Context: an optimization exercise on an open-source flow, tuned for small area, a short achievable clock period and few clock cycles. The choices shown serve that exercise and are no tape-out recipe. Only simulation tests tie the RTL to the original design; equivalence was not proved. Power figures rest on the tool's default switching activity, not on a simulated workload.

Setup of run 1:
## unthbuf_unit
module unthbuf_unit (
    input  wire        clk,
    input  wire        rst,         
    input  wire        cmd_valid,
    input  wire [7:0]  cmd_op,
    input  wire [63:0] cmd_a,
    input  wire [63:0] cmd_b,
    output reg         rsp_valid,
    output wire [7:0]  rsp_status,
    output wire [63:0] rsp_d0,
    output wire [63:0] rsp_d1
);
clock: 100.0 ns
lec_check: 0
cap_margin: 20
core_margin: 2
core_utilization: 48
cts_cluster_diameter: 80
cts_cluster_size: 30
place_density: 0.7
slew_margin: 20
synth_hierarchical: 1
tns_end_percent: 20
standard.sh (not shown) runs the stock make flow with config.mk's settings and CLKGATE_MAP_FILE= SYNTH_SCRIPT=/design/flow/synth_recipe.tcl, a recipe that flattens the netlist after the stock synthesis.
==> flow/flow/run.sh <==
#!/bin/bash
# The standard layout (standard.sh: ORFS synthesis to finish), with these
# changes:
#  * the ports are buffered with sky130_fd_sc_hd__buf_1 instead of the
#    buffer buffer_ports picks on its own (every port still gets a buffer);
#  * ORFS's repair_timing steps aim for more setup slack than the clock
#    period needs, so that they size up the gates of the worst paths; after
#    placement they only resize and swap pins (no buffering or cloning).
# The clock, the SDC and everything else are the standard flow's.
set -euo pipefail
export BUFFER_PORTS_ARGS="-buffer_cell sky130_fd_sc_hd__buf_1"
SETUP_SLACK_MARGIN=76 bash standard.sh synth floorplan > standard_flow_floorplan.log 2>&1
SETUP_SLACK_MARGIN=75.5 SETUP_MOVE_SEQUENCE="unbuffer,sizeup,swap" bash standard.sh > standard_flow.log 2>&1
Testbench counts of run 1, summed over its fixed seeds: cycles 12,000.
The following lists how run 2 was set up differently from run 1:
Settings: clearing CTS_CLUSTER_DIAMETER, which used to be 80; swapping 48 for 30 in CORE_UTILIZATION; swapping 0.7 for 0.45 in PLACE_DENSITY; clearing CTS_CLUSTER_SIZE, which used to be 30.
-- flow/flow/run.sh --
<<< run 1, line 11
export BUFFER_PORTS_ARGS="-buffer_cell sky130_fd_sc_hd__buf_1"
SETUP_SLACK_MARGIN=76 bash standard.sh synth floorplan > standard_flow_floorplan.log 2>&1
SETUP_SLACK_MARGIN=75.5 SETUP_MOVE_SEQUENCE="unbuffer,sizeup,swap" bash standard.sh > standard_flow.log 2>&1
>>> run 2, line 11
export BUFFER_PORTS_ARGS="-buffer_cell sky130_fd_sc_hd__buf_1"
SETUP_SLACK_MARGIN=76 bash standard.sh synth floorplan > standard_flow_floorplan.log 2>&1
SETUP_SLACK_MARGIN=75 SETUP_MOVE_SEQUENCE="unbuffer,sizeup,swap" bash standard.sh > standard_flow.log 2>&1
Findings:
- The lower clock network fraction of design power of run 1 and run 2 is in run 1.
- Taking run 1 as the reference, in run 2 die outline area went up by 59%; clock period minus worst slack went up by 17 ps; global-route wire length before repair went up by 12%; detailed-route wire length went up by 14%.
- Of run 1 and run 2, the run reporting the lower remaining max-slew budget at the tightest pin was run 2.
- Comparing run 1 and run 2, the higher sequential cell area share is on run 1.
[inputs] run 3 vs run 2
Settings: CTS_CLUSTER_SIZE newly set to 30; PLACE_DENSITY changed from 0.45 to 0.75; CORE_UTILIZATION changed from 30 to 52; CTS_CLUSTER_DIAMETER newly set to 100.
## What came out
Compared with run 2, run 3 shows setup slack lower by 100 ps. Run 3 vs run 2 — minimum hold slack dropped 21 ps. In the metrics for run 3 and run 2, the one carrying the lower fraction of met1 tracks used by global routing is run 2. Summary of run 3 over run 2: highest fanout seen on the critical path decreased 6, global-route usage increased 12 points, horizontal die dimension decreased 24%, clock skew increased 26 ps, die height decreased 24%.
--- input diff run 3..run 4 ---
Settings: CTS_CLUSTER_DIAMETER no longer set, was 100; CORE_UTILIZATION now 40, was 52; TNS_END_PERCENT no longer set, was 20; CTS_CLUSTER_SIZE no longer set, was 30; PLACE_DENSITY now 0.6, was 0.75.
==> flow/flow/run.sh <==
#!/bin/bash
# The standard layout (standard.sh: ORFS synthesis to finish), with two
# changes:
#  * the ports are buffered with sky130_fd_sc_hd__buf_1 instead of the
#    buffer buffer_ports picks on its own (every port still gets a buffer);
#  * the floorplan step's gate sizing (ORFS's repair_timing after
#    synthesis) aims for more setup slack than the clock period needs, so
#    that it sizes the gates of the worst paths up.
# The clock, the SDC and everything else are the standard flow's.
set -euo pipefail
export BUFFER_PORTS_ARGS="-buffer_cell sky130_fd_sc_hd__buf_1"
SETUP_SLACK_MARGIN=76 bash standard.sh synth floorplan > standard_flow_floorplan.log 2>&1
bash standard.sh > standard_flow.log 2>&1
==> summary.txt <==
Relative to run 3, the final cell area reported for run 4 is higher.
Run 4 ends up with lower total global routing track utilization than run 3 does.
The post-route minimum period in run 4 was higher than what run 3 gave.
Comparing run 4 and run 3, sequential power is lower on run 3.
Fraction of cell area in non-clock buffers: run 4 lower than run 3
Average wire per cell in the routed design of run 4 falls short of that of run 3 by a few percent.

afterwards: timing with drivers on the ports:
No port has a modelled driver above. Below, the same layouts with a new extraction and two added sets of constraints.
Step 1, drivers: a clkbuf_16 drives clk and a buf_2 each remaining input, both assumed.
Step 2 adds t to the input delays and takes it off the output delays; t is the mean of the earliest and latest rising clock arrival at the registers after step 1. Input paths then give back, and output paths get back, about the clock's delay inside the block.
a / b / c = no drivers / after step 1 / after step 2; a / b = the first two.
| run | shift t [ns] | slack for setup (ns) | latest minus earliest clock arrival (ns) |
|---|---|---|---|
| run 1 | 0.665 | 74.870 / 74.919 / 74.254 | 0.054 / 0.054 |
| run 2 | 0.738 | 74.852 / 74.770 / 74.214 | 0.038 / 0.039 |
| run 3 | 0.724 | 74.749 / 74.678 / 74.289 | 0.067 / 0.067 |
| run 4 | 0.728 | 74.057 / 73.978 / 73.898 | 0.044 / 0.045 |
After both steps every run listed still meets setup and hold. The setup slack of run 2, which loses most, moves by -0.082 ns with the drivers and by -0.638 ns with both steps.
